Source: an optimization exercise on an open RTL-to-GDS flow (aim: small area, a short achievable clock period and few clock cycles per item). Production flows keep margins and buffers that such runs may drop.
The RTL was checked by simulation tests, not by an equivalence proof against the original design.
No activity file was given, so power comes from the tool's default toggle rates.

### flow/run.sh
#!/bin/bash
# synth_recipe.tcl (not shown) runs the flow's synth.tcl, then flattens the netlist and writes it again
# the make line also repeats each setting of config.mk as NAME=value (left out here)
make -C /OpenROAD-flow-scripts/flow DESIGN_CONFIG=/design/flow/config.mk WORK_HOME=/design/flow/orfs CLKGATE_MAP_FILE= SYNTH_SCRIPT=/design/flow/synth_recipe.tcl finish
### flow/config.mk
export PLATFORM = sky130hd
export DESIGN_NAME = siab_adc_hv
export DESIGN_NICKNAME = siab_adc_hv
export VERILOG_FILES = /design/flow/design.v
export SDC_FILE = /design/flow/constraint.sdc
export NUM_CORES = 4
export LEC_CHECK = 0
export CAP_MARGIN = 20
export CORE_MARGIN = 2
export CORE_UTILIZATION = 40
export SLEW_MARGIN = 20
### flow/constraint.sdc
create_clock -name core_clock -period 8.0 [get_ports {clk}]
set_input_delay 1.6000 -clock core_clock [delete_from_list [all_inputs] [get_ports {clk}]]
set_output_delay 1.6000 -clock core_clock [all_outputs]
set_load 0.01 [all_outputs]
### flow/design.v
module siab_adc_hv (
    input  wire        clk,
    input  wire        rst,
    input  wire        adc_valid,
    input  wire [31:0] adc_word,
    output wire        adc_ready,
    input  wire        cmd_valid,
    input  wire [7:0]  cmd_op,
    input  wire [7:0]  cmd_b1,
    input  wire [7:0]  cmd_b2,
    output wire        cmd_ready,
    output wire        rsp_valid,
    output wire [15:0] rsp_data,
    output reg         hv_en,
    output reg         adc_loop_en,
    output reg         adc_inited,
    output reg  [2:0]  adc_rate_code,
    output reg         hv_safety_en,
    output reg         offset_valid
);
    localparam [7:0] OP_ADC_RATE   = 8'h16;
    localparam [7:0] OP_ADC_INIT   = 8'h17;
    localparam [7:0] OP_ADC_START  = 8'h18;
    localparam [7:0] OP_ADC_STOP   = 8'h19;
    localparam [7:0] OP_ADC_RDAVG  = 8'h1A;
    localparam [7:0] OP_ADC_RECOFF = 8'h1C;
    localparam [7:0] OP_ADC_RDOFF  = 8'h1D;
    localparam [7:0] OP_HV_ON      = 8'h1E;
    localparam [7:0] OP_HV_OFF     = 8'h1F;
    localparam [7:0] OP_HVSAFE_EN  = 8'h20;
    localparam [7:0] OP_HV_STAT    = 8'h21;
    localparam [7:0] OP_HV_SETMAX  = 8'h22;
    localparam [1:0] C_IDLE = 2'd0;    
    localparam [1:0] C_EXEC = 2'd1;    
    localparam [1:0] C_DIV  = 2'd2;    
    localparam [1:0] C_RESP = 2'd3;    
    localparam [2:0] E_IDLE  = 3'd0;
    localparam [2:0] E_DIV   = 3'd1;   
    localparam [2:0] E_RLOAD = 3'd2;   
    localparam [2:0] E_RSTO  = 3'd3;   
    localparam [2:0] E_DSTO  = 3'd4;   
    localparam [1:0] M_AVG = 2'd0;
    localparam [1:0] M_REC = 2'd1;
    localparam [1:0] M_SET = 2'd2;
    reg [31:0] acc_sum [0:15];
    reg [15:0] acc_cnt [0:15];
    reg [23:0] acc_off [0:15];
    reg        off_hz  [0:15];      
    reg        off_ho  [0:15];      
    reg [15:0] off_ff;              
    reg [15:0] zs;                  
    reg [15:0] pend;                
    reg [21:0] hv_max_delta;
    reg [1:0]  cstate;
    reg [7:0]  op_q;
    reg [7:0]  b1_q;
    reg [7:0]  b2_q;
    reg [2:0]  estate;
    reg [1:0]  emode;
    reg [3:0]  cur;             
    reg [31:0] dvd;             
    reg [15:0] dvs;
    reg [17:0] dvs3;            
    reg [15:0] rem;
    reg [3:0]  itn;             
    reg        stg_v;
    reg        stg_err;
    reg [3:0]  stg_ch;
    reg [23:0] stg_s;
    reg [3:0]  pa_q;            
    reg [3:0]  oa_q;            
    wire        p_zs  = zs[pa_q];
    wire [31:0] p_sum = p_zs ? 32'd0 : acc_sum[pa_q];
    wire [15:0] p_cnt = p_zs ? 16'd0 : acc_cnt[pa_q];
    wire        p_off_ff = off_ff[oa_q];
    wire [23:0] p_off = p_off_ff ? 24'hFF_FFFF : acc_off[oa_q];
    wire        p_ohz = ~p_off_ff & off_hz[oa_q];
    wire        p_oho = p_off_ff | off_ho[oa_q];
    wire in_exec  = (cstate == C_EXEC);
    wire op_avg   = (op_q == OP_ADC_RDAVG);
    wire op_off   = (op_q == OP_ADC_RDOFF);
    wire eng_busy = (estate != E_IDLE);
    wire rload   = (estate == E_RLOAD);
    wire sum_sel = (in_exec & op_avg) | rload;
    wire off_sel = in_exec & op_off;
    wire hold    = sum_sel | off_sel | pend[stg_ch] |
                   (eng_busy & (emode == M_SET)) |
                   (in_exec & ((op_q == OP_ADC_RECOFF) | (op_q == OP_HV_SETMAX)));
    assign adc_ready = stg_v & ~hold;
    wire samp_acc  = adc_valid & stg_v & ~hold;
    wire samp_take = samp_acc & adc_loop_en & ~stg_err;
    wire [24:0] sd    = {1'b0, stg_s} - {3'b000, hv_max_delta};
    wire        sd_ng = sd[24];
    wire [31:0] sdm   = {{7{sd[24]}}, sd};
    wire [31:0] off32 = {p_oho ? 8'hFF : {7'd0, ~p_ohz}, p_off};
    wire        gt    = sdm > off32;
    wire        wrap  = p_oho & (p_off[21:0] > ~hv_max_delta);
    wire        samp_cut = hv_safety_en & offset_valid &
                           (sd_ng ? (wrap & gt) : (wrap | gt));
    wire [31:0] samp_sum = p_sum + {8'h00, stg_s};
    wire [15:0] samp_cnt = p_cnt + 16'd1;
    wire [31:0] ld_x  = rload ? p_sum : {p_sum[31:4], 4'h0};
    reg  [3:0]  ld_lz;
    integer k;
    always @(*) begin
        ld_lz = 4'd8;
        for (k = 0; k < 8; k = k + 1)
            if (ld_x[4*k +: 4] != 4'h0) ld_lz = 4'd7 - k[3:0];
    end
    wire [31:0] ld_sh = ld_x << {ld_lz, 2'b00};
    wire [3:0]  ld_nm = rload ? 4'd8 : 4'd7;
    wire [3:0]  ld_n  = ld_nm - ld_lz;
    wire        ld_n0 = (ld_lz >= ld_nm);            
    wire        cnt_le1 = (p_cnt[15:1] == 15'd0);
    wire        cnt_1   = cnt_le1 & p_cnt[0];
    wire [17:0] ld_d3   = {2'b00, p_cnt} + {1'b0, p_cnt, 1'b0};
    wire [23:0] ua_x194 = {b1_q, b2_q} * 8'd194;
    reg [31:0] st_dvd;
    reg [15:0] st_rem;
    reg [17:0] st_x;
    reg [18:0] st_s1, st_s2, st_s3;
    integer j;
    always @(*) begin
        st_dvd = dvd;
        st_rem = rem;
        for (j = 0; j < 2; j = j + 1) begin
            st_x  = {st_rem, st_dvd[31:30]};
            st_s1 = {1'b0, st_x} - {3'b000, dvs};
            st_s2 = {1'b0, st_x} - {2'b00, dvs, 1'b0};
            st_s3 = {1'b0, st_x} - {1'b0, dvs3};
            if (!st_s3[18]) begin
                st_rem = st_s3[15:0];
                st_dvd = {st_dvd[29:0], 2'd3};
            end else if (!st_s2[18]) begin
                st_rem = st_s2[15:0];
                st_dvd = {st_dvd[29:0], 2'd2};
            end else if (!st_s1[18]) begin
                st_rem = st_s1[15:0];
                st_dvd = {st_dvd[29:0], 2'd1};
            end else begin
                st_rem = st_x[15:0];
                st_dvd = {st_dvd[29:0], 2'd0};
            end
        end
    end
    wire c_empty = zs[b1_q[3:0]] | pend[b1_q[3:0]];
    reg        ex_done;
    reg [15:0] ex_rsp;
    always @(*) begin
        ex_done = 1'b1;
        ex_rsp  = 16'h0000;
        case (op_q)
            OP_ADC_RDAVG: begin
                if (c_empty)        ex_rsp = 16'hFFFF;
                else if (eng_busy)  ex_done = 1'b0;
                else if (cnt_le1)   ex_rsp = cnt_1 ? p_sum[19:4] : 16'hFFFF;
                else                ex_done = 1'b0;
            end
            OP_ADC_RDOFF: begin
                ex_done = ~pend[b1_q[3:0]];
                ex_rsp  = offset_valid ? p_off[19:4] : 16'h0000;
            end
            OP_HV_STAT:    ex_rsp  = {7'd0, hv_en, 8'h00};
            OP_ADC_RECOFF: ex_done = ~eng_busy;
            OP_HV_SETMAX:  ex_done = ~eng_busy;
            default: ;
        endcase
    end
    assign rsp_valid = (in_exec & ex_done) | (cstate == C_RESP);
    assign rsp_data  = (cstate == C_RESP) ? dvd[15:0] : ex_rsp;
    assign cmd_ready = (cstate == C_IDLE) | rsp_valid;
    wire   cmd_fire  = cmd_valid & cmd_ready;
    wire avg_start = in_exec & op_avg & ~c_empty & ~cnt_le1 & ~eng_busy;
    wire rec_start = in_exec & ex_done & (op_q == OP_ADC_RECOFF);
    function [3:0] ffs16(input [15:0] m);
        integer f;
        begin
            ffs16 = 4'd0;
            for (f = 15; f >= 0; f = f - 1)
                if (m[f]) ffs16 = f[3:0];
        end
    endfunction
    reg [1:0]  cstate_n;
    reg [2:0]  estate_n;
    reg [7:0]  op_n, b1_n;
    reg [15:0] pend_n, zs_n;
    reg        stg_v_n;
    reg [3:0]  stg_ch_n;
    always @(*) begin
        cstate_n = cstate;
        estate_n = estate;
        op_n     = op_q;
        b1_n     = b1_q;
        pend_n   = pend;
        zs_n     = zs;
        if (samp_take)
            zs_n[stg_ch] = 1'b0;
        case (cstate)
            C_EXEC:
                if (avg_start)
                    cstate_n = ld_n0 ? C_RESP : C_DIV;
                else if (ex_done)
                    cstate_n = C_IDLE;
            C_RESP: cstate_n = C_IDLE;
            default: ;
        endcase
        if (avg_start & ~ld_n0)
            estate_n = E_DIV;
        if (avg_start | (in_exec & ex_done & op_avg & ~c_empty))
            zs_n[b1_q[3:0]] = 1'b1;
        if (rec_start) begin
            pend_n = ~zs;
            if (~zs != 16'd0)
                estate_n = E_RLOAD;
        end
        if (in_exec & ex_done & (op_q == OP_HV_SETMAX))
            estate_n = E_DIV;
        case (estate)
            E_DIV:
                if (itn == 4'd1) begin
                    case (emode)
                        M_AVG: begin
                            estate_n = E_IDLE;
                            cstate_n = C_RESP;
                        end
                        M_REC:   estate_n = E_RSTO;
                        default: estate_n = E_DSTO;
                    endcase
                end
            E_RLOAD: begin
                zs_n[pa_q] = 1'b1;
                estate_n = (~cnt_le1 & ~ld_n0) ? E_DIV : E_RSTO;
            end
            E_RSTO: begin
                pend_n[cur] = 1'b0;
                estate_n = (pend_n != 16'd0) ? E_RLOAD : E_IDLE;
            end
            E_DSTO: estate_n = E_IDLE;
            default: ;
        endcase
        if (cmd_fire) begin
            cstate_n = C_EXEC;
            op_n     = cmd_op;
            b1_n     = cmd_b1;
            if (cmd_op == OP_HV_ON)
                zs_n = zs_n | ~pend_n;
        end
        stg_v_n  = stg_v ? ~samp_acc : adc_valid;
        stg_ch_n = stg_v ? stg_ch : adc_word[3:0];
    end
    wire [3:0] pa_n = (estate_n == E_RLOAD) ? ffs16(pend_n) :
                      ((cstate_n == C_EXEC) & (op_n == OP_ADC_RDAVG)) ?
                      b1_n[3:0] : stg_ch_n;
    wire [3:0] oa_n = ((cstate_n == C_EXEC) & (op_n == OP_ADC_RDOFF)) ?
                      b1_n[3:0] : stg_ch_n;
    integer i;
    always @(posedge clk) begin
        if (!stg_v) begin
            stg_s   <= adc_word[31:8];
            stg_err <= |adc_word[7:4];
        end
        pa_q <= pa_n;
        oa_q <= oa_n;
        b2_q <= cmd_fire ? cmd_b2 : b2_q;
        if (samp_take) begin
            acc_sum[stg_ch] <= samp_sum;
            acc_cnt[stg_ch] <= samp_cnt;
        end
        if (estate == E_RSTO) begin
            acc_off[cur] <= dvd[23:0];
            off_hz[cur]  <= (dvd[31:24] == 8'h00);
            off_ho[cur]  <= (&dvd[31:22]);
        end
        if (estate == E_DIV) begin
            dvd <= st_dvd;
            rem <= st_rem;
            itn <= itn - 4'd1;
        end
        if (avg_start | rload) begin
            rem  <= 16'd0;
            dvs  <= p_cnt;
            dvs3 <= ld_d3;
            itn  <= ld_n;
            if (cnt_le1)
                dvd <= cnt_1 ? p_sum : 32'hFFFF_FFFF;
            else if (ld_n0)
                dvd <= 32'd0;
            else
                dvd <= ld_sh;
        end
        if (in_exec & ex_done & (op_q == OP_HV_SETMAX) & ~avg_start) begin
            rem  <= 16'd0;
            dvs  <= 16'd5;
            dvs3 <= 18'd15;
            dvd  <= {ua_x194, 8'h00};
            itn  <= 4'd6;
        end
    end
    always @(posedge clk) begin
        if (rst) begin
            cstate        <= C_IDLE;
            estate        <= E_IDLE;
            emode         <= M_AVG;
            op_q          <= 8'h00;
            b1_q          <= 8'h00;
            pend          <= 16'd0;
            off_ff        <= 16'd0;
            cur           <= 4'd0;
            stg_v         <= 1'b0;
            stg_ch        <= 4'd0;
            zs            <= 16'hFFFF;
            hv_en         <= 1'b0;
            adc_loop_en   <= 1'b0;
            adc_inited    <= 1'b0;
            adc_rate_code <= 3'd0;
            hv_safety_en  <= 1'b0;
            offset_valid  <= 1'b0;
            hv_max_delta  <= 22'd0;
        end else begin
            cstate        <= cstate_n;
            estate        <= estate_n;
            op_q          <= op_n;
            b1_q          <= b1_n;
            pend          <= pend_n;
            zs            <= zs_n;
            stg_v         <= stg_v_n;
            stg_ch        <= stg_ch_n;
            if (samp_take & samp_cut)
                hv_en <= 1'b0;
            if (avg_start)
                emode <= M_AVG;
            else if (in_exec & ex_done) begin
                if (op_q == OP_ADC_RECOFF) begin
                    emode  <= M_REC;
                    off_ff <= zs;
                end
                if (op_q == OP_HV_SETMAX)
                    emode <= M_SET;
            end
            case (estate)
                E_RLOAD: cur <= pa_q;
                E_RSTO:  off_ff[cur] <= 1'b0;
                E_DSTO:  hv_max_delta <= dvd[21:0];
                default: ;
            endcase
            if (cmd_fire) begin
                case (cmd_op)
                    OP_ADC_RATE:
                        if (cmd_b1 >= 8'd1 && cmd_b1 <= 8'd6)
                            adc_rate_code <= cmd_b1[2:0];
                    OP_ADC_INIT:   adc_inited   <= 1'b1;
                    OP_ADC_START:  adc_loop_en  <= 1'b1;
                    OP_ADC_STOP:   adc_loop_en  <= 1'b0;
                    OP_ADC_RECOFF: offset_valid <= 1'b1;
                    OP_HV_ON:      hv_en        <= 1'b1;
                    OP_HV_OFF:     hv_en        <= 1'b0;
                    OP_HVSAFE_EN:  hv_safety_en <= 1'b1;
                    default: ;
                endcase
            end
        end
    end
endmodule
==> results.cfg, run 1 <==
[logic_synthesis]
synth_area_leaders = edfxtp_1 54%, mux4_2 12%, ha_1 5.6%
synth_compound_area_share_pct = 9.18
ys_seq_area_share_pct = 59.2
synthXorXnorAreaFrac_pct = 2.02
synth_top_area_share_pct = 54.0
synth_flop_cell = edfxtp_1
synth_fa_ha_area_share_pct = 6.17
syn_area_mm2 = 0.0689
async_flop_share_pct = 0
synthTopCellsByCount = 1240 x edfxtp_1, 371 x mux4_2, 364 x nand2_1, 327 x nor2_1, 311 x ha_1
muxShareOfSynthArea_pct = 13.4
synth_most_common_cell = edfxtp_1
synth_seq_cells = 1420
syn-num-nets = 5258
synth_top_family_by_area = multiplexers
synthCells = 4869
synth_simple_gate_area_share_pct = 7.54
synth.distinct_cells = 94
synth_edf_count = 1240
syn_area_per_cell_um2 = 14.2
yosysWarnings = 1
synth_top_area_cell = edfxtp_1

[cts]
numCtsBuffers = 149
cts_max_level = 4
path_clk_slew_ns = 0.06
cts_tree = done
clock_sinks = 1420
worstSkewPairLatency_ns = 0.80
clk_path_buf_depth = 3
clockRootBuffer = clkbuf_16
cts-resized-gates = 0
cts_hold_buf = 0

[floorplan]
core_mm2 = 0.171
die_h_um = 419
fp.dieW_um = 419
start_util_pct = 40.2
rows = 152
die_area_mm2 = 0.176
pin_count = 87

[worst_setup_path]
crit_path_end_kind = output port
cp-startpoint = pa_q[2]$_DFF_P_
r2r_slack_ns = 0.93
crit_arrival_ns = 6.02
worstRegToRegCells = 25
start_kind = flop
required_ns = 6.40
r2r_end = rem[2]$_SDFFE_PP0P_
critPathCapture = rsp_data[8]
worst-path-max-fanout = 45
crit_type = flop to output port
r2r_start = dvd[30]$_DFFE_PP_

[placement]
dpl.hpwl_um = 133000
port_buffers = 86
dp.cells = 7191
gp_congestion = 0.962
place_ws_ns = 1.04

[pwr]
leakagePower_nw = 27.0
power.density_mw_per_mm2 = 316
clock_power_share_pct = 27.0
p_switching_mw = 8.66
peakVddDrop_mv = 0.262
combPwrFrac_pct = 37.5
seqPwrFrac_pct = 35.4
power.internal_mw = 16.0
switching_share_pct = 35.1

[run]
maxCapViolations = 0

[sta]
whs_ns = 0.447
fmax_mhz = 131
fin_skew_ns = 0.0460
worst_pin_slew_ns = 1.10
setup_ws_ns = 0.379
rsz0062_at_grt = no
setup_violations = 0
fin_setup_tns_ns = 0
finalCritPeriodShare_pct = 95.3
period_needed_ns = 7.62
finalMaxSlewViolations = 0
hold_viol = 0
relSlewSlack_pct = 26.9

[final_layout]
n_antenna_cell = 0
fin_cells = 7459
final_core_util_pct = 45.6
fin_nets = 5422
drive_above_1_share_pct = 16.5
synthToLayoutAreaGrowth_pct = 13.2

[outcome]
status = no timing/DRC/antenna violations

[detailed_routing]
vias_per_cell = 5.88
wl_per_cell_um = 26.9
ant_nets = 0
drt-pass1-iter-count = 5
drc = 0
routed_wl_um = 201000
vias = 43840
drtIter0Drc = 4739

[grt]
grt_pass1_vias = 43327
antenna_found_initial = 8
grtUsageTotal_pct = 22.7
grt_overflow = 0
grt_max_degree = 79
grt_pass1_wl_um = 293000

[min_path]
whs_path_depth = 2
hp-class = flop to flop
## sequential cells by signal, indices dropped and copies added, names as in the netlist, 17 cells and up
| signal | count |
|---|---|
| acc_off | 384 |
| acc_cnt | 256 |
| dvs3 | 17 |
| dvd | 32 |
| stg_s | 24 |
| acc_sum | 512 |
| hv_max_delta | 22 |
## worst min-delay path by stage
stage,start,endpoint,slack [ns]
3_3_place_gp,dvs3[9]$_SDFFE_PP0N_,dvs3[9]$_SDFFE_PP0N_,0.44
5_1_grt,dvs[8]$_SDFFE_PP0N_,dvs[8]$_SDFFE_PP0N_,0.48
3_5_place_dp,dvs[8]$_SDFFE_PP0N_,dvs[8]$_SDFFE_PP0N_,0.44
6_report,dvs[8]$_SDFFE_PP0N_,dvs[8]$_SDFFE_PP0N_,0.45
4_1_cts,dvs[8]$_SDFFE_PP0N_,dvs[8]$_SDFFE_PP0N_,0.45
2_1_floorplan,off_ff[8]$_SDFF_PP0_,off_ff[8]$_SDFF_PP0_,0.43
## worst max-delay path, cell delays in order (launching register included)
cell and delay (ns):
dfxtp_4 0.87, buf_12 0.32, mux4_2 0.33, mux4_2 0.55, nor2b_1 0.23, inv_1 0.11
ha_1 0.22, nand4_1 0.20, o41ai_4 0.84, nand2_2 0.43, o221ai_1 0.29, a22o_1 0.19
clkdlybuf4s50_1 0.54
## cell families (layout without fill, tap and decap cells)
kind of cell	count (synthesis)	count (layout)
flip-flops	1420	1420
buffers and inverters	423	703
AND/OR/NAND/NOR	1125	1125
adder cells (fa/ha/maj)	329	329
AO/OA/AOI/OAI	957	957
XOR/XNOR	159	159
multiplexers	456	456
## metal layers
layer,GRT usage (%),share of wire [%],vias up
met5,0,0,-
li1,-,-,19332
met4,9.95,4.4,0
met2,36.1,47,1690
met1,30.8,42,22449
met3,3.77,7.1,369
## placed cells by master, fill, tap and decap left out, types with 18 or more instances in the layout
master / Yosys / routed
nor2_4: 0 / 29
edfxtp_1: 1240 / 1240
a22o_1: 26 / 26
mux2i_1: 62 / 62
nor2_1: 327 / 295
clkbuf_1: 136 / 34
a21oi_1: 274 / 272
xnor2_1: 107 / 95
nand2_1: 364 / 364
buf_4: 6 / 125
xor2_1: 52 / 43
nand4_1: 25 / 25
mux4_2: 371 / 371
o22ai_1: 26 / 26
or3_1: 23 / 23
clkbuf_16: 0 / 152
nand2b_1: 45 / 45
clkinv_1: 1 / 28
ha_1: 311 / 311
a221oi_1: 37 / 37
nor3_1: 91 / 85
nand3_1: 64 / 64
inv_1: 216 / 215
a211oi_1: 32 / 32
dfxtp_1: 180 / 172
clkinv_2: 0 / 19
o21a_1: 38 / 38
and3_1: 19 / 19
o211ai_1: 22 / 22
a31oi_1: 26 / 26
o32ai_1: 18 / 18
nor2b_1: 65 / 64
a31o_2: 19 / 19
a21o_1: 68 / 67
mux2_2: 19 / 19
a22oi_1: 46 / 46
fa_1: 18 / 18
o21ai_0: 183 / 183
and2_1: 32 / 32
clkdlybuf4s50_1: 0 / 85
## metrics by stage
| step | instance area, um^2 | power [mW] |
|---|---|---|
| 6_report | 78100 | 24.7 |
| 2_1_floorplan | 68900 | 15.5 |
| 5_1_grt | 78100 | 26.0 |
| 3_5_place_dp | 73200 | 18.0 |
| 4_1_cts | 77900 | 24.7 |
| 3_3_place_gp | 73200 | 17.9 |
## power by group through the flow
stage	Sequential [mW]	Clock, mW	Combinational, mW
floorplan	8.65	0	6.86
global placement	8.89	0	9.00
detailed placement	8.89	0	9.08
CTS	8.74	6.79	9.14
global route	8.75	7.07	10.2
finish	8.73	6.67	9.26
## repair_timing
item | in CTS | in global routing
setup buffers | 0 | 1
setup endpoints to repair | 0 | 2
endpoints found under the hold margin | 0 | 0
## area by class of cell
type / count / area (um^2)
clock inverter: 81 / 753
fill: 15192 / 93300
clock buffer: 186 / 3930
timing repair buffer: 218 / 1950
sequential: 1420 / 40900
multi-input combinational: 3026 / 26900
tap: 2310 / 2890
inverter: 218 / 818
Testbench counts, summed over its fixed seeds: cycles 2,931, cmds 2,400.
==> run 2, diff against run 1 <==
--- a/flow/design.v
+++ b/flow/design.v
@@ -47,6 +47,7 @@
     reg [23:0] acc_off [0:15];
-    reg        off_hz  [0:15];      
-    reg        off_ho  [0:15];      
+    reg [15:0] off_hz;              
+    reg [15:0] off_ho;              
     reg [15:0] off_ff;              
     reg [15:0] zs;                  
+    reg [15:0] le1;                 
     reg [15:0] pend;                
@@ -59,3 +60,3 @@
     reg [1:0]  emode;
-    reg [3:0]  cur;             
+    reg [15:0] cur;             
     reg [31:0] dvd;             
@@ -69,11 +70,32 @@
     reg [23:0] stg_s;
-    reg [3:0]  pa_q;            
-    reg [3:0]  oa_q;            
-    wire        p_zs  = zs[pa_q];
-    wire [31:0] p_sum = p_zs ? 32'd0 : acc_sum[pa_q];
-    wire [15:0] p_cnt = p_zs ? 16'd0 : acc_cnt[pa_q];
-    wire        p_off_ff = off_ff[oa_q];
-    wire [23:0] p_off = p_off_ff ? 24'hFF_FFFF : acc_off[oa_q];
-    wire        p_ohz = ~p_off_ff & off_hz[oa_q];
-    wire        p_oho = p_off_ff | off_ho[oa_q];
+    reg [15:0] pa;              
+    reg [15:0] oa;              
+    integer i;
+    reg [31:0] r_sum;
+    reg [15:0] r_cnt;
+    reg [23:0] r_off;
+    reg        p_zs, r_ff, r_hz, r_ho;
+    always @(*) begin
+        r_sum = 32'd0;
+        r_cnt = 16'd0;
+        p_zs  = 1'b0;
+        r_off = 24'd0;
+        r_ff  = 1'b0;
+        r_hz  = 1'b0;
+        r_ho  = 1'b0;
+        for (i = 0; i < 16; i = i + 1) begin
+            r_sum = r_sum | (acc_sum[i] & {32{pa[i]}});
+            r_cnt = r_cnt | (acc_cnt[i] & {16{pa[i]}});
+            p_zs  = p_zs  | (zs[i] & pa[i]);
+            r_off = r_off | (acc_off[i] & {24{oa[i]}});
+            r_ff  = r_ff  | (off_ff[i] & oa[i]);
+            r_hz  = r_hz  | (off_hz[i] & oa[i]);
+            r_ho  = r_ho  | (off_ho[i] & oa[i]);
+        end
+    end
+    wire [31:0] p_sum = p_zs ? 32'd0 : r_sum;
+    wire [15:0] p_cnt = p_zs ? 16'd0 : r_cnt;
+    wire [23:0] p_off = r_ff ? 24'hFF_FFFF : r_off;
+    wire        p_ohz = ~r_ff & r_hz;
+    wire        p_oho = r_ff | r_ho;
     wire in_exec  = (cstate == C_EXEC);
@@ -81,2 +103,4 @@
     wire op_off   = (op_q == OP_ADC_RDOFF);
+    wire op_rec   = (op_q == OP_ADC_RECOFF);
+    wire op_set   = (op_q == OP_HV_SETMAX);
     wire eng_busy = (estate != E_IDLE);
@@ -87,3 +111,3 @@
                    (eng_busy & (emode == M_SET)) |
-                   (in_exec & ((op_q == OP_ADC_RECOFF) | (op_q == OP_HV_SETMAX)));
+                   (in_exec & (op_rec | op_set));
     assign adc_ready = stg_v & ~hold;
@@ -101,2 +125,3 @@
     wire [15:0] samp_cnt = p_cnt + 16'd1;
+    wire        samp_le1 = (p_cnt == 16'h0000) | (p_cnt == 16'hFFFF);
     wire [31:0] ld_x  = rload ? p_sum : {p_sum[31:4], 4'h0};
@@ -146,2 +171,3 @@
     wire c_empty = zs[b1_q[3:0]] | pend[b1_q[3:0]];
+    wire c_le1   = le1[b1_q[3:0]];
     reg        ex_done;
@@ -153,6 +179,5 @@
             OP_ADC_RDAVG: begin
-                if (c_empty)        ex_rsp = 16'hFFFF;
-                else if (eng_busy)  ex_done = 1'b0;
-                else if (cnt_le1)   ex_rsp = cnt_1 ? p_sum[19:4] : 16'hFFFF;
-                else                ex_done = 1'b0;
+                if (c_empty)                ex_rsp = 16'hFFFF;
+                else if (eng_busy | ~c_le1) ex_done = 1'b0;
+                else                        ex_rsp = p_cnt[0] ? p_sum[19:4] : 16'hFFFF;
             end
@@ -172,11 +197,8 @@
     wire   cmd_fire  = cmd_valid & cmd_ready;
-    wire avg_start = in_exec & op_avg & ~c_empty & ~cnt_le1 & ~eng_busy;
-    wire rec_start = in_exec & ex_done & (op_q == OP_ADC_RECOFF);
-    function [3:0] ffs16(input [15:0] m);
-        integer f;
-        begin
-            ffs16 = 4'd0;
-            for (f = 15; f >= 0; f = f - 1)
-                if (m[f]) ffs16 = f[3:0];
-        end
+    wire avg_start = in_exec & op_avg & ~c_empty & ~c_le1 & ~eng_busy;
+    wire rec_start = in_exec & ~eng_busy & op_rec;
+    wire set_start = in_exec & ~eng_busy & op_set;
+    wire avg_wait  = in_exec & op_avg & ~c_empty & eng_busy;
+    function [15:0] lsb16(input [15:0] m);
+        lsb16 = m & (~m + 16'd1);
     endfunction
@@ -184,3 +206,2 @@
     reg [2:0]  estate_n;
-    reg [7:0]  op_n, b1_n;
     reg [15:0] pend_n, zs_n;
@@ -188,2 +209,3 @@
     reg [3:0]  stg_ch_n;
+    reg        rload_n;         
     always @(*) begin
@@ -191,6 +213,5 @@
         estate_n = estate;
-        op_n     = op_q;
-        b1_n     = b1_q;
         pend_n   = pend;
         zs_n     = zs;
+        rload_n  = 1'b0;
         if (samp_take)
@@ -206,12 +227,14 @@
         endcase
-        if (avg_start & ~ld_n0)
-            estate_n = E_DIV;
         if (avg_start | (in_exec & ex_done & op_avg & ~c_empty))
             zs_n[b1_q[3:0]] = 1'b1;
+        if (avg_start & ~ld_n0)
+            estate_n = E_DIV;
         if (rec_start) begin
             pend_n = ~zs;
-            if (~zs != 16'd0)
+            if (~zs != 16'd0) begin
                 estate_n = E_RLOAD;
+                rload_n  = 1'b1;
+            end
         end
-        if (in_exec & ex_done & (op_q == OP_HV_SETMAX))
+        if (set_start)
             estate_n = E_DIV;
@@ -230,3 +253,3 @@
             E_RLOAD: begin
-                zs_n[pa_q] = 1'b1;
+                zs_n = zs_n | pa;
                 estate_n = (~cnt_le1 & ~ld_n0) ? E_DIV : E_RSTO;
@@ -234,4 +257,8 @@
             E_RSTO: begin
-                pend_n[cur] = 1'b0;
-                estate_n = (pend_n != 16'd0) ? E_RLOAD : E_IDLE;
+                pend_n = pend & ~cur;
+                if (pend_n != 16'd0) begin
+                    estate_n = E_RLOAD;
+                    rload_n  = 1'b1;
+                end else
+                    estate_n = E_IDLE;
             end
@@ -242,4 +269,2 @@
             cstate_n = C_EXEC;
-            op_n     = cmd_op;
-            b1_n     = cmd_b1;
             if (cmd_op == OP_HV_ON)
@@ -250,8 +275,9 @@
     end
-    wire [3:0] pa_n = (estate_n == E_RLOAD) ? ffs16(pend_n) :
-                      ((cstate_n == C_EXEC) & (op_n == OP_ADC_RDAVG)) ?
-                      b1_n[3:0] : stg_ch_n;
-    wire [3:0] oa_n = ((cstate_n == C_EXEC) & (op_n == OP_ADC_RDOFF)) ?
-                      b1_n[3:0] : stg_ch_n;
-    integer i;
+    wire        avg_n = cmd_fire ? (cmd_op == OP_ADC_RDAVG) : avg_wait;
+    wire        off_n = cmd_fire ? (cmd_op == OP_ADC_RDOFF) :
+                        (in_exec & op_off & ~ex_done);
+    wire [3:0]  ch_n  = cmd_fire ? cmd_b1[3:0] : b1_q[3:0];
+    wire [15:0] pa_n  = rload_n ? lsb16(pend_n) :
+                        (16'd1 << (avg_n ? ch_n : stg_ch_n));
+    wire [15:0] oa_n  = 16'd1 << (off_n ? ch_n : stg_ch_n);
     always @(posedge clk) begin
@@ -261,14 +287,20 @@
         end
-        pa_q <= pa_n;
-        oa_q <= oa_n;
-        b2_q <= cmd_fire ? cmd_b2 : b2_q;
-        if (samp_take) begin
-            acc_sum[stg_ch] <= samp_sum;
-            acc_cnt[stg_ch] <= samp_cnt;
-        end
-        if (estate == E_RSTO) begin
-            acc_off[cur] <= dvd[23:0];
-            off_hz[cur]  <= (dvd[31:24] == 8'h00);
-            off_ho[cur]  <= (&dvd[31:22]);
+        pa <= pa_n;
+        oa <= oa_n;
+        if (cmd_fire)
+            b2_q <= cmd_b2;
+        for (i = 0; i < 16; i = i + 1) begin
+            if (samp_take && stg_ch == i) begin
+                acc_sum[i] <= samp_sum;
+                acc_cnt[i] <= samp_cnt;
+                le1[i]     <= samp_le1;
+            end
+            if (estate == E_RSTO && cur[i]) begin
+                acc_off[i] <= dvd[23:0];
+                off_hz[i]  <= (dvd[31:24] == 8'h00);
+                off_ho[i]  <= (&dvd[31:22]);
+            end
         end
+        if (rload)
+            cur <= pa;
         if (estate == E_DIV) begin
@@ -290,3 +322,3 @@
         end
-        if (in_exec & ex_done & (op_q == OP_HV_SETMAX) & ~avg_start) begin
+        if (set_start) begin
             rem  <= 16'd0;
@@ -307,3 +339,2 @@
             off_ff        <= 16'd0;
-            cur           <= 4'd0;
             stg_v         <= 1'b0;
@@ -321,4 +352,2 @@
             estate        <= estate_n;
-            op_q          <= op_n;
-            b1_q          <= b1_n;
             pend          <= pend_n;
@@ -331,17 +360,15 @@
                 emode <= M_AVG;
-            else if (in_exec & ex_done) begin
-                if (op_q == OP_ADC_RECOFF) begin
-                    emode  <= M_REC;
-                    off_ff <= zs;
-                end
-                if (op_q == OP_HV_SETMAX)
-                    emode <= M_SET;
+            if (rec_start) begin
+                emode  <= M_REC;
+                off_ff <= zs;
             end
-            case (estate)
-                E_RLOAD: cur <= pa_q;
-                E_RSTO:  off_ff[cur] <= 1'b0;
-                E_DSTO:  hv_max_delta <= dvd[21:0];
-                default: ;
-            endcase
+            if (set_start)
+                emode <= M_SET;
+            if (estate == E_RSTO)
+                off_ff <= off_ff & ~cur;
+            if (estate == E_DSTO)
+                hv_max_delta <= dvd[21:0];
             if (cmd_fire) begin
+                op_q <= cmd_op;
+                b1_q <= cmd_b1;
                 case (cmd_op)
==> run 2 against run 1 <==
Critical path depth grew 12; global-route usage grew 2.9 points; sequential share of layout area grew 2.6 points; cell area shrank 1.5%; utilization grew 0.36 points; critical endpoint is now rem[0]$_SDFFE_PP0P_; largest power group unchanged; highest routed layer unchanged.
==> results.cfg, run 2 <==
[grt]
grt_pass1_wl_um = 324000
grt_pass1_vias = 45888
grt_overflow = 0
use_met1_pct = 35.6
grt_most_used_layer = met2
grt_max_degree = 81
met3_usage_pct = 3.92
grtUsageTotal_pct = 25.7
use_met2_pct = 41.1
antenna_found_initial = 6

[detailed_routing]
drtIter0Drc = 5561
vias_per_cell = 6.19
drc = 0
drt-pass1-iter-count = 6
routed_wl_um = 225000
vias = 47660
ant_nets = 0
wl_per_cell_um = 29.3

[logic_synthesis]
synth_area_leaders = edfxtp_1 57%, dfxtp_1 5.9%, ha_1 5.7%
yosysWarnings = 4
synth_edf_count = 1272
syn-num-nets = 5620
synthTopCellsByCount = 1272 x edfxtp_1, 344 x nand2_1, 323 x a21oi_1, 310 x ha_1, 261 x nor2_1
synth_top_area_cell = edfxtp_1
synth_most_common_cell = edfxtp_1
async_flop_share_pct = 0
synth_flop_cell = edfxtp_1
synthCells = 5232
synth_seq_cells = 1472
synth_top_area_share_pct = 56.6
syn_area_mm2 = 0.0675
ys_seq_area_share_pct = 62.5
synth.distinct_cells = 89
syn_area_per_cell_um2 = 12.9

[final_layout]
fin_nets = 5757
fillCellCount = 14924
reg_top3 = acc_sum (512), acc_off (384), acc_cnt (256)
drive_above_1_share_pct = 9.66
final_core_util_pct = 45.9
largest_reg_flops = 512
regMostFlops = acc_sum
layout_common_cells = 1272 x edfxtp_1, 344 x nand2_1, 319 x a21oi_1
synthToLayoutAreaGrowth_pct = 13.9
mostFrequentLayoutCell = edfxtp_1

[cts]
clockRootBuffer = clkbuf_16
cts_max_level = 4
cts-resized-gates = 0
clk_path_buf_depth = 3
cts_hold_buf = 0
cts_tree = done
worstSkewPairLatency_ns = 0.82
postCtsSetupRepairBufs = 0
path_clk_slew_ns = 0.06
numCtsBuffers = 155
clock_sinks = 1472

[floorplan]
die_area_mm2 = 0.172
start_util_pct = 40.3
fp.dieW_um = 415
core_mm2 = 0.167
die_h_um = 415
rows = 150
pin_count = 87

[pwr]
power.density_mw_per_mm2 = 378
leakagePower_nw = 26.7
peakVddDrop_mv = 0.406

[worst_setup_path]
path_delay_family = compound AO/OA/AOI/OAI gates
crit_arrival_ns = 7.65
critPathMaxStageDelay_ns = 0.73
start_kind = flop
required_ns = 8.64
cp_slowest_cell = a2111oi_1
worst-path-max-fanout = 8
crit_chain = inv_1, ha_1, fa_1, nor2b_1, o31ai_1, a2111oi_1, o211ai_1, buf_4, and2_0, nor2_1, nor2_1, o21ai_0, ha_1, nor2b_1, o2111ai_1, a31oi_1, nand4_1, and3_1, o31ai_1, a21oi_1, o21ai_1, a31oi_1, mux2i_1, o2bb2ai_1
crit_buf_inv = 2
crit_type = flop to flop
crit_path_end_kind = flop

[placement]
port_buffers = 86
place_ws_ns = 1.06
gp_congestion = 0.960
dpl.hpwl_um = 142000

[sta]
finalMaxSlewViolations = 0
setup_ws_ns = 0.992
relSlewSlack_pct = 23.8
hold_viol = 0
finalCritPeriodShare_pct = 87.6
worst_pin_slew_ns = 1.14
rsz0062_at_grt = no
period_needed_ns = 7.01
fin_skew_ns = 0.0791
fin_setup_tns_ns = 0
setup_violations = 0
fmax_mhz = 143

[outcome]
status = no timing/DRC/antenna violations

[run]
maxCapViolations = 0

[min_path]
hp-class = flop to flop
==> run 2: cell count changes after synthesis, moves of 27 or more <==
cell,change
a22oi_1,+150
mux4_2,-352
a21oi_1,+49
edfxtp_1,+32
nor2b_1,-27
and4_1,+32
nand4_1,+42
nor2_1,-66
nand3_1,+53
a22o_1,+196
a221oi_1,+181
clkbuf_1,+52
==> run 2: routing by layer <==
metal	vias to the layer above	routed length [um]
met2	2360	104000
li1	20725	-
met4	0	8070
met3	405	19000
met1	24170	94400
met5	-	0
==> run 2: per-stage QoR <==
step | instances | total power [mW] | cell area (um^2) | hold WS (ns)
after floorplan | 5232 | 18.1 | 67500 | 0.432
after global placement | 7415 | 21.7 | 71600 | 0.451
after detailed placement | 7415 | 21.8 | 71600 | 0.457
after CTS | 7698 | 28.9 | 76700 | 0.463
after global routing | 7699 | 30.6 | 76900 | 0.480
final | 7701 | 29.0 | 76900 | 0.456
==> run 2: kinds of logic (layout without fill, tap and decap cells) <==
kind of cell,Yosys count,in the layout,share of synthesized area (%)
compound gates,1550,1550,16.3
xor+xnor,168,168,2.18
fa+ha+maj,328,328,6.28
buf+inv,482,745,2.77
flops,1472,1472,62.5
mux,78,78,1.55
other cells,0,2,0
simple gates,1154,1154,8.40
==> run 2: power by group <==
part	internal [mW]	total (mW)	switching (mW)	leakage [nW]
Clock	4.00	7.14	3.14	2.44
Sequential	9.13	9.51	0.376	13.3
Combinational	4.73	12.4	7.67	11.0
Total	17.9	29.0	11.2	26.7
==> run 2: worst paths after layout <==
check	start	depth (start not counted)	endpoint	slack, ns
max	dvd[30]$_DFFE_PP_	24	rem[0]$_SDFFE_PP0P_	0.99
min reg2reg	dvs[15]$_SDFFE_PP0N_	2	dvs[15]$_SDFFE_PP0N_	0.46
min	dvs[15]$_SDFFE_PP0N_	2	dvs[15]$_SDFFE_PP0N_	0.46
max reg2reg	dvd[30]$_DFFE_PP_	24	rem[0]$_SDFFE_PP0P_	0.99
==> run 2: cell type report <==
cell class | count | area, um^2 | area share (%)
sequential | 1472 | 42200 | 54.9
multi-input combinational | 3278 | 23800 | 31.0
antenna | 2 | 5.00 | 0.00651
clock buffer | 195 | 4090 | 5.32
inverter | 222 | 833 | 1.08
clock inverter | 88 | 956 | 1.24
timing repair buffer | 240 | 2190 | 2.85
tap | 2204 | 2760 | 3.59
==> run 2: worst min-delay path, delay by kind of cell, from the launching register on <==
| kind | cells | cell delay, ns |
|---|---|---|
| AOI/OAI and AO/OA | 1 | 0.05 |
| and+or+nand+nor | 1 | 0.05 |
| DFF | 1 | 0.31 |
Testbench counts of run 2, summed over its fixed seeds: cycles 2,931, cmds 2,400.

port drivers added, routing unchanged:
The results above use ideal ports. As a check the final layouts listed here were re-extracted and re-timed, cells and wires unchanged. Step 1, drivers: a clkbuf_16 drives clk and a buf_2 each remaining input, both assumed. Step 2 moves the port delays by t, midway between the first and last clock arrival at a register: inputs arrive t later, outputs are due t later. That takes back most of the time a late clock gives input paths. Slacks: no drivers / after step 1 / after step 2; pairs: no drivers / after step 1.
| run | shift t [ns] | slack for setup (ns) | worst setup path at the end | slew at the worst register clock pin (ns) | pins driven straight from the clock port |
|---|---|---|---|---|---|
| run 1 | 0.858 | 0.379 / 0.298 / 0.926 | register to register | 0.07 / 0.07 | 1 |
| run 2 | 0.861 | 0.992 / 0.987 / 0.992 | register to register | 0.07 / 0.07 | 1 |
After both steps every run listed still meets setup and hold.
